What follows belongs to an exercise in optimizing a design on an open flow for small area, a short achievable clock period and few clock cycles; a production flow would make more cautious choices. In this exercise RTL edits were held to simulation tests only and were not proved equivalent to the original. Power is estimated from default activity; no workload was simulated.

== run a ==
## tcore
module tcore (
    input  wire        clk,
    input  wire        rst,
    input  wire        req_valid,
    input  wire        req_we,
    input  wire [8:0]  req_addr,
    input  wire [31:0] req_wdata,
    output reg         rsp_valid,
    output reg  [31:0] rsp_rdata
);
    localparam [2:0] E_NONE    = 3'd0;
    localparam [2:0] E_ILLEGAL = 3'd1;
    localparam [2:0] E_OPERAND = 3'd2;
    localparam [2:0] E_BOUNDS  = 3'd3;
    localparam [2:0] E_TRYTE   = 3'd4;
    localparam [2:0] E_TRIT    = 3'd5;
    localparam [2:0] E_INCOVF  = 3'd6;
    localparam integer S_IDLE   = 0;
    localparam integer S_LAUNCH = 1;
    localparam integer S_MRD    = 2;
    localparam integer S_DEC    = 3;
    localparam integer S_ENC    = 4;
    localparam integer S_ADD    = 5;
    localparam integer S_ADDF   = 6;
    localparam integer S_INC    = 7;
    localparam integer S_INCW   = 8;
    localparam integer S_SCANI  = 9;
    localparam integer S_SCANY  = 10;
    localparam integer S_SCANT  = 11;
    localparam integer S_SCANP  = 12;
    localparam integer S_MRDT   = 13;
    localparam integer NS       = 14;
    genvar k, r, j;
    integer ik, ir;
    reg [191:0] tm;         
    reg [255:0] ym;         
    reg [31:0] opa, opb, opc, opd;
    reg [31:0] result;
    reg [2:0]  err;
    reg        err_any;
    reg [6:0]  fbase;       
    reg [2:0]  foff;
    reg [7:0]  esum;        
    reg [NS-1:0] st;
    reg        fresh;       
    reg [4:0]  opr;         
    reg        mrd_tm;      
    reg        scan_y;      
    reg        skipchk;     
    reg        tw_ok;       
    reg        inc_fin;     
    reg [6:0]  trp;         
    reg [4:0]  yrp;         
    reg [6:0]  rem;         
    reg [6:0]  wbase;       
    reg [30:0] an;          
    reg        acy;         
  ...
For scale: about 5700 cells after synthesis.
clock: 11.0 ns
lec_check: 0
abc_clock_period_in_ps: 3500
cap_margin: 20
core_margin: 2
core_utilization: 35
place_density: 0.55
setup_slack_margin: 5
slew_margin: 20
tns_end_percent: 100
standard.sh (not shown) runs the stock make flow with config.mk's settings and CLKGATE_MAP_FILE= SYNTH_SCRIPT=/design/flow/synth_recipe.tcl, a recipe that flattens the netlist after the stock synthesis.
==> flow/flow/run.sh <==
#!/bin/bash
set -euo pipefail
bash standard.sh \
    "BUFFER_PORTS_ARGS=-buffer_cell sky130_fd_sc_hd__buf_4" \
    MATCH_CELL_FOOTPRINT=0 \
    SETUP_SLACK_MARGIN=6.5 \
    finish > standard_finish.log 2>&1
Testbench counts of run a, summed over its fixed seeds: cycles 17,325.
diff inputs: run a => run b
--- a/flow/design.v
+++ b/flow/design.v
@@ -38,12 +38,14 @@
     reg [31:0] result;
     reg [2:0]  err;
     reg        err_any;
     reg [6:0]  fbase;       
     reg [2:0]  foff;
     reg [7:0]  esum;        
+    reg [7:0]  thr_b;       
+    reg [7:0]  thr_c;       
     reg [NS-1:0] st;
     reg        fresh;       
     reg [4:0]  opr;         
     reg        mrd_tm;      
     reg        scan_y;      
     reg        skipchk;     
@@ -473,14 +475,12 @@
     wire hi7_c = |opc[30:7];
     wire hi6_a = |opa[30:6];
     wire hi6_b = |opb[30:6];
     wire hi6_c = |opc[30:6];
     wire bnd_t96 = hi7_a || hi7_c || gt8(esum, 8'd96);           
     wire bnd_y32 = hi6_a || hi6_c || gt8(esum, 8'd32);           
-    wire [7:0] thr_b = dthr(opb[5:0]);
-    wire [7:0] thr_c = dthr(opc[5:0]);
     wire bnd_dec = bnd_y32 || hi7_b || thr_c[7] || gt8({1'b0, opb[6:0]}, {1'b0, thr_c[6:0]});
     wire bnd_enc = bnd_t96 || hi6_b || thr_b[7] || gt8({1'b0, opc[6:0]}, {1'b0, thr_b[6:0]});
     wire x1_ok = (opa == 32'h00000000) || (opa == 32'h00000001) || (opa == 32'hFFFFFFFF);
     wire x2_ok = (opb == 32'h00000000) || (opb == 32'h00000001) || (opb == 32'hFFFFFFFF);
     reg [31:0] tt_out;
     always @(*) begin
@@ -596,12 +596,14 @@
             err_any <= 1'b0;
             fbase   <= 7'd0;
             foff    <= 3'd0;
             tw_ok   <= 1'b0;
             inc_fin <= 1'b0;
             esum    <= 8'd0;
+            thr_b   <= 8'd96;
+            thr_c   <= 8'd96;
             st      <= {{(NS-1){1'b0}}, 1'b1};
             fresh   <= 1'b1;
             opr     <= 5'd0;
             mrd_tm  <= 1'b0;
             scan_y  <= 1'b0;
             skipchk <= 1'b0;
@@ -642,17 +644,21 @@
                             opa   <= req_wdata;
                             trp   <= req_wdata[6:0];
                             yrp   <= req_wdata[4:0];
                             wbase <= req_wdata[6:0];
                             esum  <= add8({1'b0, req_wdata[6:0]}, {1'b0, opc[6:0]});
                         end
-                        9'h002: opb <= req_wdata;
+                        9'h002: begin
+                            opb   <= req_wdata;
+                            thr_b <= dthr(req_wdata[5:0]);
+                        end
                         9'h003: begin
                             opc  <= req_wdata;
                             rem  <= req_wdata[6:0];
                             esum  <= add8({1'b0, opa[6:0]}, {1'b0, req_wdata[6:0]});
+                            thr_c <= dthr(req_wdata[5:0]);
                         end
                         9'h004: begin
                             opd <= req_wdata;
                             an  <= req_wdata[30:0];
                         end
                         default: ;
==> notes.md <==
- Compared with run a, run b shows a critical path depth that is 4 higher.
- Higher global-route usage was reported by run a, not run b.
- There was hardly any difference in effective utilization at floorplan between run b and run a.
- When run b is set beside run a, its fraction of standard cell area that is sequential turns out to be 1.0 points larger.
- Higher non-clock buffer count goes to run a over run b.
- From run a to run b the numbers moved as follows: core utilization lower; met1 demand-to-capacity share in global routing higher; clock power lower; post-CTS resize count lower; combinational power lower.
- Changes observed in run b relative to run a: routed wire length decreased about 2.3%; proportion of power drawn by the clock network decreased 2.0 points; net switching power figure decreased about 4.3%.
Testbench counts of run b, summed over its fixed seeds: cycles 17,325.

what the ideal ports hide:
In the flow no input, the clock included, has a driving cell. The finished layouts below were timed again as built, in two steps. Step 1, drivers: a clkbuf_16 drives clk and a buf_2 each remaining input, both assumed. Step 2 also shifts input and output timing later by t, the mid clock arrival at the registers, as if the neighbouring blocks saw the same clock. Three values: ideal ports, drivers, drivers and shift; two values: the first two.
run	shift t [ns]	setup WS [ns]	latest minus earliest clock arrival (ns)	slew at the worst register clock pin (ns)	worst slew at a driven data input, ns
run a	0.785	6.518 / 6.521 / 5.735	0.065 / 0.065	0.07 / 0.07	0.23
run b	0.806	6.537 / 6.517 / 5.711	0.089 / 0.088	0.07 / 0.07	0.14
After both steps setup and hold are still met in every run listed. For run b, which loses most, drivers alone change the setup slack by -0.020 ns; drivers and shift together by -0.826 ns.
